This is an optimization exercise on Yosys and OpenROAD, whose aim is a short achievable clock period and few clock cycles, not a production implementation. The RTL was checked by simulation tests, not by an equivalence proof against the original design. Power and IR drop assume default switching activity.

## build 26
// gfe
module gfe #(
    parameter RXMAX = 128
) (
    input  wire        clk,
    input  wire        rst,
    input  wire        cmd_valid,
    output wire        cmd_ready,
    input  wire [23:0] cmd_word,
    output wire        rsp_valid,
    input  wire        rsp_ready,
    output wire [3:0]  rsp_rc,
    output wire [15:0] rsp_val,
    output wire [2:0]  rsp_nout,
    output wire [39:0] rsp_out
);
    localparam RXDMAX = RXMAX - 6;
    localparam LW     = $clog2(RXMAX + 1);   
    localparam IW     = $clog2(RXMAX);       
    localparam QN     = 5;                   
    localparam [3:0] RC_OK = 4'd0, RC_ILLEGAL = 4'd1, RC_SEQ = 4'd2,
                     RC_RANGE = 4'd3, RC_OVF = 4'd4, RC_TRAIL = 4'd5;
    localparam [7:0] OP_NOP     = 8'h00, OP_GET     = 8'h01,
                     OP_CRC_CLR = 8'h10, OP_CRC_PUT = 8'h11,
                     OP_ESC_PUT = 8'h20, OP_UNE_CLR = 8'h21,
                     OP_UNE_PUT = 8'h22, OP_UNE_END = 8'h23,
                     OP_TX_START = 8'h30, OP_TX_PUT = 8'h31,
                     OP_TX_END  = 8'h32, OP_TX_CLR  = 8'h33,
                     OP_RX_CLR  = 8'h40, OP_RX_PUT  = 8'h41,
                     OP_RX_END  = 8'h42, OP_RX_LD   = 8'h43;
    localparam [2:0] ST_FILL = 3'd0, ST_FRAME = 3'd1, ST_ACKD = 3'd2,
                     ST_EMPTY = 3'd3, ST_SHORT = 3'd4, ST_TYPE = 3'd5,
                     ST_CSUM = 3'd6, ST_OVFL = 3'd7;
    function [15:0] crc_byte;
        input [15:0] r;
        input [7:0]  d;
        integer k;
        reg   [15:0] t;
        begin
            t = r;
            for (k = 7; k >= 0; k = k - 1) begin
                if (t[15])
                    t = {t[14:0], d[k]} ^ 16'h1021;
                else
                    t = {t[14:0], d[k]};
            end
            crc_byte = t;
  ...
Size in the first run: ~4600 cells after synthesis, ~1700 flip-flops, ~93 I/O pins.
Settings: LEC_CHECK=0, ABC_CLOCK_PERIOD_IN_PS=2500, CAP_MARGIN=20, CORE_MARGIN=2, CORE_UTILIZATION=40, CTS_CLUSTER_DIAMETER=140, CTS_CLUSTER_SIZE=24, SLEW_MARGIN=20; clock period 8.0 ns.
standard.sh (not shown) runs the stock make flow with config.mk's settings and CLKGATE_MAP_FILE= SYNTH_SCRIPT=/design/flow/synth_recipe.tcl, a recipe that flattens the netlist after the stock synthesis.
==> flow/flow/run.sh <==
#!/bin/bash
set -euo pipefail
bash standard.sh SETUP_SLACK_MARGIN=5.4 finish > standard_flow.log 2>&1
Build 26 did not stop at any stage, and its layout met the timing, DRC and antenna checks.
Testbench counts of build 26, summed over its fixed seeds: cycles 35,470.
#### Input delta (build 61 over build 26)
Settings: PLACE_DENSITY: unset -> 0.8.
### Flow results
- In build 61 relative to build 26, count of filler cells inserted in the layout had gone down by a few percent.
- Build 61 has final area above what build 26 had.
- The fraction of final layout cells sized beyond drive strength 1 of build 61 is higher than that of build 26.
- Relative area change from synthesis to final layout for build 61 is higher than for build 26.
- From build 26 to build 61 the numbers moved as follows: overall global routing resource usage went down 1.3 points; last weighted congestion value of the routability-driven placer went up by 0.058; core utilization went up by 0.18 points; fmax grew by 0.78%.
Relative to build 61, the following input files were edited for build 54:
Settings: PLACE_DENSITY changed from 0.8 to 0.7.
==> flow/flow/run.sh <==
#!/bin/bash
set -euo pipefail
bash standard.sh SETUP_SLACK_MARGIN=5.5 place > standard_place.log 2>&1
RES=orfs/results/sky130hd/gfe/base openroad -no_init -exit flow/pull_outputs.tcl > pull_outputs.log 2>&1
bash standard.sh SETUP_SLACK_MARGIN=5.5 finish > standard_flow.log 2>&1
==> flow/flow/pull_outputs.tcl (new file) <==
# Move each register that drives an output port's buffer alone next to that
# buffer, then legalize. The netlist is not changed.
read_db $::env(RES)/3_place.odb
set block [ord::get_db_block]
set moved 0
foreach bterm [$block getBTerms] {
  if {[$bterm getIoType] != "OUTPUT"} { continue }
  set net [$bterm getNet]
  if {$net == "NULL"} { continue }
  set buf ""
  foreach it [$net getITerms] { if {[$it isOutputSignal]} { set buf [$it getInst] } }
  if {$buf == ""} { continue }
  set innet ""
  foreach it [$buf getITerms] { if {[$it isInputSignal]} { set innet [$it getNet] } }
  if {$innet == "" || $innet == "NULL"} { continue }
  if {[llength [$innet getITerms]] != 2} { continue }
  set ff ""
  foreach it [$innet getITerms] { if {[$it isOutputSignal]} { set ff [$it getInst] } }
  if {$ff == ""} { continue }
  if {![string match "*dfxtp*" [[$ff getMaster] getName]]} { continue }
  set loc [$buf getLocation]
  $ff setLocation [lindex $loc 0] [lindex $loc 1]
  incr moved
}
puts "moved $moved registers"
detailed_placement
check_placement
write_db $::env(RES)/3_place.odb
Findings:
Build 54: global router's overall resource usage 0.65 points above build 61. Pin count of the biggest net entering global routing (build 54 over build 61): decrease, about 11%. Build 54 — final setup slack of the worst path 0.017 ns higher, build 61 as reference. Build 54 against build 61: number of cells after detailed placement was more or less identical; clock network latency to the later pin of the worst-skew pair up 0.02 ns; global-route met2 utilization grew by 1.7 points; transition time of the tightest slew-check pin now sits lower; share of cells above drive strength 1 rose by 1.3 points. Summary: with build 61 as the reference, achievable frequency in build 54 moved up slightly. Diff build 54..build 61 | final sequential cell count | unchanged. Run comparison: build 54 highest-delay cell along the critical path sky130_fd_sc_hd__dfxtp_1; build 61 highest-delay cell along the critical path sky130_fd_sc_hd__dfxtp_2. Relative to build 61, the hold slack of build 54 is higher by 0.066 ns.
Setup changes, build 54 to build 10
Settings: swapping 0.7 for 0.8 in PLACE_DENSITY.
==> flow/flow/run.sh <==
#!/bin/bash
set -euo pipefail
bash standard.sh SETUP_SLACK_MARGIN=5.4 place > standard_place.log 2>&1
RES=orfs/results/sky130hd/gfe/base openroad -no_init -exit flow/pull_outputs.tcl > pull_outputs.log 2>&1
bash standard.sh SETUP_SLACK_MARGIN=5.4 finish > standard_flow.log 2>&1
### Flow results
- Post-synthesis to final-layout area growth, build 54 and build 10, higher one = build 54.
- From build 54 to build 10 the numbers moved as follows: first-pass GRT wire length shrank by 2100 um, via count went up, setup slack now sits lower, register clock-pin slew on the reported worst setup and hold paths now sits lower.
- Summary of build 10 over build 54: shortest period the worst path allows went up by 0.024 ns; count of fill cells added during filler insertion decreased by 451 relative to the old numbers; power went down by 0.30%.
- From build 54 to build 10 the numbers moved as follows: portion of total power attributed to the clock network -0.3 points, routed wire length held steady, share of the cycle needed by the critical path after routing +0.30 points.
Setup changes, build 10 to build 47
Settings: CORE_UTILIZATION: 40 -> 50; PLACE_DENSITY: 0.8 -> unset.
==> flow/flow/run.sh <==
#!/bin/bash
set -euo pipefail
bash standard.sh SETUP_SLACK_MARGIN=5.4 finish > standard_flow.log 2>&1
removed: flow/flow/pull_outputs.tcl
==> results.txt <==
Compared with build 10, in build 47 combinational power lost about 14%, sequential fraction of design power up 1.2 points, routed wire length grew by 2.8%, count of buffers not belonging to the clock network in the layout went down.
Run comparison: build 10 last element of the critical path rsp_out[27]; build 47 last element of the critical path rsp_val[3]
Of the two values seen for most heavily used metal layer in global routing, met2 was produced by build 10 and met1 by build 47.
Lower first-pass iteration count of the detailed router goes to build 47 over build 10.
Against build 10, row count in build 47 fell by more than 10%.
Modified inputs, build 23 compared to build 47
Settings: CORE_UTILIZATION now 40, was 50.
==> flow/flow/run.sh <==
#!/bin/bash
set -euo pipefail
bash standard.sh SETUP_SLACK_MARGIN=5.4 place > standard_place.log 2>&1
RES=orfs/results/sky130hd/gfe/base openroad -no_init -exit flow/pull_outputs.tcl > pull_outputs.log 2>&1
bash standard.sh SETUP_SLACK_MARGIN=5.4 finish > standard_flow.log 2>&1
==> flow/flow/pull_outputs.tcl (new file) <==
# Move each register that drives an output port's buffer alone next to that
# buffer, then legalize. The netlist is not changed.
read_db $::env(RES)/3_place.odb
set block [ord::get_db_block]
set moved 0
foreach bterm [$block getBTerms] {
  if {[$bterm getIoType] != "OUTPUT"} { continue }
  set net [$bterm getNet]
  if {$net == "NULL"} { continue }
  set buf ""
  foreach it [$net getITerms] { if {[$it isOutputSignal]} { set buf [$it getInst] } }
  if {$buf == ""} { continue }
  set innet ""
  foreach it [$buf getITerms] { if {[$it isInputSignal]} { set innet [$it getNet] } }
  if {$innet == "" || $innet == "NULL"} { continue }
  if {[llength [$innet getITerms]] != 2} { continue }
  set ff ""
  foreach it [$innet getITerms] { if {[$it isOutputSignal]} { set ff [$it getInst] } }
  if {$ff == ""} { continue }
  if {![string match "*dfxtp*" [[$ff getMaster] getName]]} { continue }
  set loc [$buf getLocation]
  $ff setLocation [lindex $loc 0] [lindex $loc 1]
  incr moved
}
puts "moved $moved registers"
detailed_placement
check_placement
write_db $::env(RES)/3_place.odb
==> comparison <==
The layout cell share with drive strength beyond 1 on build 23 is in line with that on build 47.
Build 23 ends up with a routed length on met3 that is about 15% lower than in build 47.
Build 23 vs. build 47: sequential share of layout area went down by 0.57 points.
Run comparison: build 23 end point of the critical path rsp_out[7]; build 47 end point of the critical path rsp_val[3]
In build 23 the number of buffers inserted during clock tree synthesis turned out 2.4% higher than in build 47.
Compared build 23 vs build 47, and signed area change from the synthesized netlist to the final layout is up in build 23.
When build 23 is set beside build 47, its final critical delay including setup and external delays turns out to be 0.045 ns smaller.

## afterwards: timing with drivers on the ports
No port has a modelled driver above. Below, the same layouts with a new extraction and two added sets of constraints. Step 1 sets driving cells, clkbuf_16 on the clock port and buf_2 on the other inputs (assumed; they add their load-dependent delay and slew). Step 2 adds t to the input delays and takes it off the output delays; t is the mean of the earliest and latest rising clock arrival at the registers after step 1. Input paths then give back, and output paths get back, about the clock's delay inside the block. Three values: ideal, step 1, step 2; two values: the first two.
| run | shift t [ns] | setup slack, ns | hold WS [ns] |
|---|---|---|---|
| build 26 | 0.797 | 5.153 / 5.078 / 4.704 | 0.394 / 0.394 / 0.394 |
| build 61 | 0.791 | 5.175 / 5.105 / 4.610 | 0.395 / 0.395 / 0.395 |
| build 54 | 0.815 | 5.192 / 5.119 / 4.673 | 0.461 / 0.461 / 0.461 |
| build 10 | 0.817 | 5.168 / 5.098 / 4.571 | 0.401 / 0.401 / 0.401 |
| build 47 | 0.797 | 5.163 / 5.091 / 4.591 | 0.411 / 0.411 / 0.411 |
| build 23 | 0.797 | 5.208 / 5.131 / 4.668 | 0.397 / 0.397 / 0.397 |
After both steps setup and hold are still met in every run listed. The setup slack of build 10, which loses most, moves by -0.070 ns with the drivers and by -0.597 ns with both steps.
